Source: an optimization exercise on an open RTL-to-GDS flow (aim: small area, a short achievable clock period and few clock cycles per item). Production flows keep margins and buffers that such runs may drop. The RTL was checked by simulation tests, not by an equivalence proof against the original design.

lagoon:
// shipovnik_chal
module shipovnik_chal (
    input  wire         clk,
    input  wire         rst,
    input  wire         start,
    input  wire [511:0] hash,
    output reg          busy,
    output reg          done,
    output reg  [437:0] ch
);
clock: 32.0 ns
lec_check: 0
cap_margin: 20
core_margin: 2
core_utilization: 55
slew_margin: 20
standard.sh (not shown) runs the stock make flow with config.mk's settings and CLKGATE_MAP_FILE= SYNTH_SCRIPT=/design/flow/synth_recipe.tcl, a recipe that flattens the netlist after the stock synthesis.
==> flow/flow/run.sh <==
#!/bin/bash
# The standard layout (standard.sh), with four changes to how it is made:
#  - ports are buffered with sky130_fd_sc_hd__buf_1 rather than the default cell,
#  - sizing may change a cell's footprint (MATCH_CELL_FOOTPRINT=0),
#  - setup repair aims 24 ns below the 32 ns period, so critical paths get sized,
#  - clock tree synthesis adds no dummy loads.
# make's full output goes to make_finish.log here; each step's log is under orfs/logs.
set -euo pipefail
bash standard.sh MATCH_CELL_FOOTPRINT=0 SETUP_SLACK_MARGIN=24 \
  "BUFFER_PORTS_ARGS=-buffer_cell sky130_fd_sc_hd__buf_1" \
  "CTS_ARGS=-sink_clustering_enable -repair_clock_nets -dont_use_dummy_load" \
  finish > make_finish.log 2>&1
lagoon completed end to end with timing, DRC and antenna clean.
Testbench counts of lagoon, summed over its fixed seeds: cycles 5,376, items 256.
### lagoon -> ember
Settings: changing CORE_UTILIZATION from 55 to 60.
==> flow/flow/run.sh <==
#!/bin/bash
# The standard layout (standard.sh), with four changes to how it is made:
#  - ports are buffered with sky130_fd_sc_hd__buf_1 rather than the default cell,
#  - sizing may change a cell's footprint (MATCH_CELL_FOOTPRINT=0),
#  - setup repair aims 24.3 ns below the 32 ns period, so critical paths get sized,
#  - clock tree synthesis adds no dummy loads and clusters up to 20 sinks within 100 um.
# make's full output goes to make_finish.log here; each step's log is under orfs/logs.
set -euo pipefail
bash standard.sh MATCH_CELL_FOOTPRINT=0 SETUP_SLACK_MARGIN=24.3 \
  "BUFFER_PORTS_ARGS=-buffer_cell sky130_fd_sc_hd__buf_1" \
  "CTS_ARGS=-sink_clustering_enable -repair_clock_nets -dont_use_dummy_load -sink_clustering_size 20 -sink_clustering_max_diameter 100" \
  finish > make_finish.log 2>&1
Findings:
- Across both runs, area growth from synthesis to layout was lower for ember than for lagoon.
- Diff ember..lagoon | final-report hold violation count | negligible
- ember ended with less total core area than lagoon.
- ember ended up with edfxtp_1 as its cell with the biggest individual delay on the critical path; lagoon ended up with buf_1.
- ember vs lagoon: non-clock buffer count up
- Compared with lagoon, ember shows worst path arrival time lower by 0.13 ns.
Input-level comparison between zinc and ember:
Settings: CTS_CLUSTER_DIAMETER now 100, previously not set; CORE_UTILIZATION now 55, was 60; CTS_CLUSTER_SIZE now 20, previously not set.
==> flow/flow/run.sh <==
#!/bin/bash
# The standard layout (standard.sh), with three changes to how it is made:
#  - ports are buffered with sky130_fd_sc_hd__buf_1 rather than the default cell,
#  - sizing may change a cell's footprint (MATCH_CELL_FOOTPRINT=0),
#  - setup repair aims 24 ns below the 32 ns period, so critical paths get sized.
# make's full output goes to make_finish.log here; each step's log is under orfs/logs.
set -euo pipefail
bash standard.sh MATCH_CELL_FOOTPRINT=0 SETUP_SLACK_MARGIN=24 \
  "BUFFER_PORTS_ARGS=-buffer_cell sky130_fd_sc_hd__buf_1" finish > make_finish.log 2>&1
==> summary.txt <==
Run comparison: zinc timing endpoint of the critical path ch[85]; ember timing endpoint of the critical path ch[226]. Compared to ember, zinc has global-route wire length before repair about 3% higher. Looking at global-route track usage on met1, zinc sits below ember. Summary of zinc over ember: share of synthesized area spent on multiplexers did not really move, final core utilization went down by 5.5 points. Diff ember -> zinc | all-layer global routing usage | decrease of 2.2 points. Compared to ember, the routing of zinc uses more wire.
Relative to zinc, the following input files were edited for pepper:
Settings: CORE_UTILIZATION: 55 -> 60; CTS_CLUSTER_SIZE: 20 -> unset; CTS_CLUSTER_DIAMETER: 100 -> unset.
==> flow/flow/run.sh <==
#!/bin/bash
# The standard layout (standard.sh), with four changes to how it is made:
#  - ports are buffered with sky130_fd_sc_hd__buf_1 rather than the default cell,
#  - sizing may change a cell's footprint (MATCH_CELL_FOOTPRINT=0),
#  - setup repair aims 24.2 ns below the 32 ns period, so critical paths get sized,
#  - clock tree synthesis adds no dummy loads.
# make's full output goes to make_finish.log here; each step's log is under orfs/logs.
set -euo pipefail
bash standard.sh MATCH_CELL_FOOTPRINT=0 SETUP_SLACK_MARGIN=24.2 \
  "BUFFER_PORTS_ARGS=-buffer_cell sky130_fd_sc_hd__buf_1" \
  "CTS_ARGS=-sink_clustering_enable -repair_clock_nets -dont_use_dummy_load" \
  finish > make_finish.log 2>&1
Findings:
Final clock period utilization by the worst path was lower in pepper than in zinc. Against zinc, via-per-instance ratio in pepper rose slightly. Number of placement rows ends up higher on zinc.

-- separate check: timing with driven ports --
How much do the figures lean on ideal ports? The routed layouts below were timed once more, with nothing changed but the port constraints.
Step 1: set_driving_cell puts a clkbuf_16 on clk and a buf_2 on each other input, an assumption about the parent block.
Step 2, shift: input delay + t, output delay - t, t = (earliest + latest rising clock arrival at the registers) / 2. This alone moves slack from input paths to output paths.
a / b / c = no drivers / after step 1 / after step 2; a / b = the first two.
run	shift t [ns]	setup WS [ns]	hold slack, ns
lagoon	0.829	24.120 / 24.026 / 24.311	0.465 / 0.465 / 0.465
ember	0.758	24.246 / 24.158 / 24.331	0.461 / 0.461 / 0.461
zinc	0.802	24.112 / 24.021 / 24.271	0.474 / 0.474 / 0.474
pepper	0.799	24.246 / 24.156 / 24.434	0.473 / 0.473 / 0.473
After both steps setup and hold are still met in every run listed.
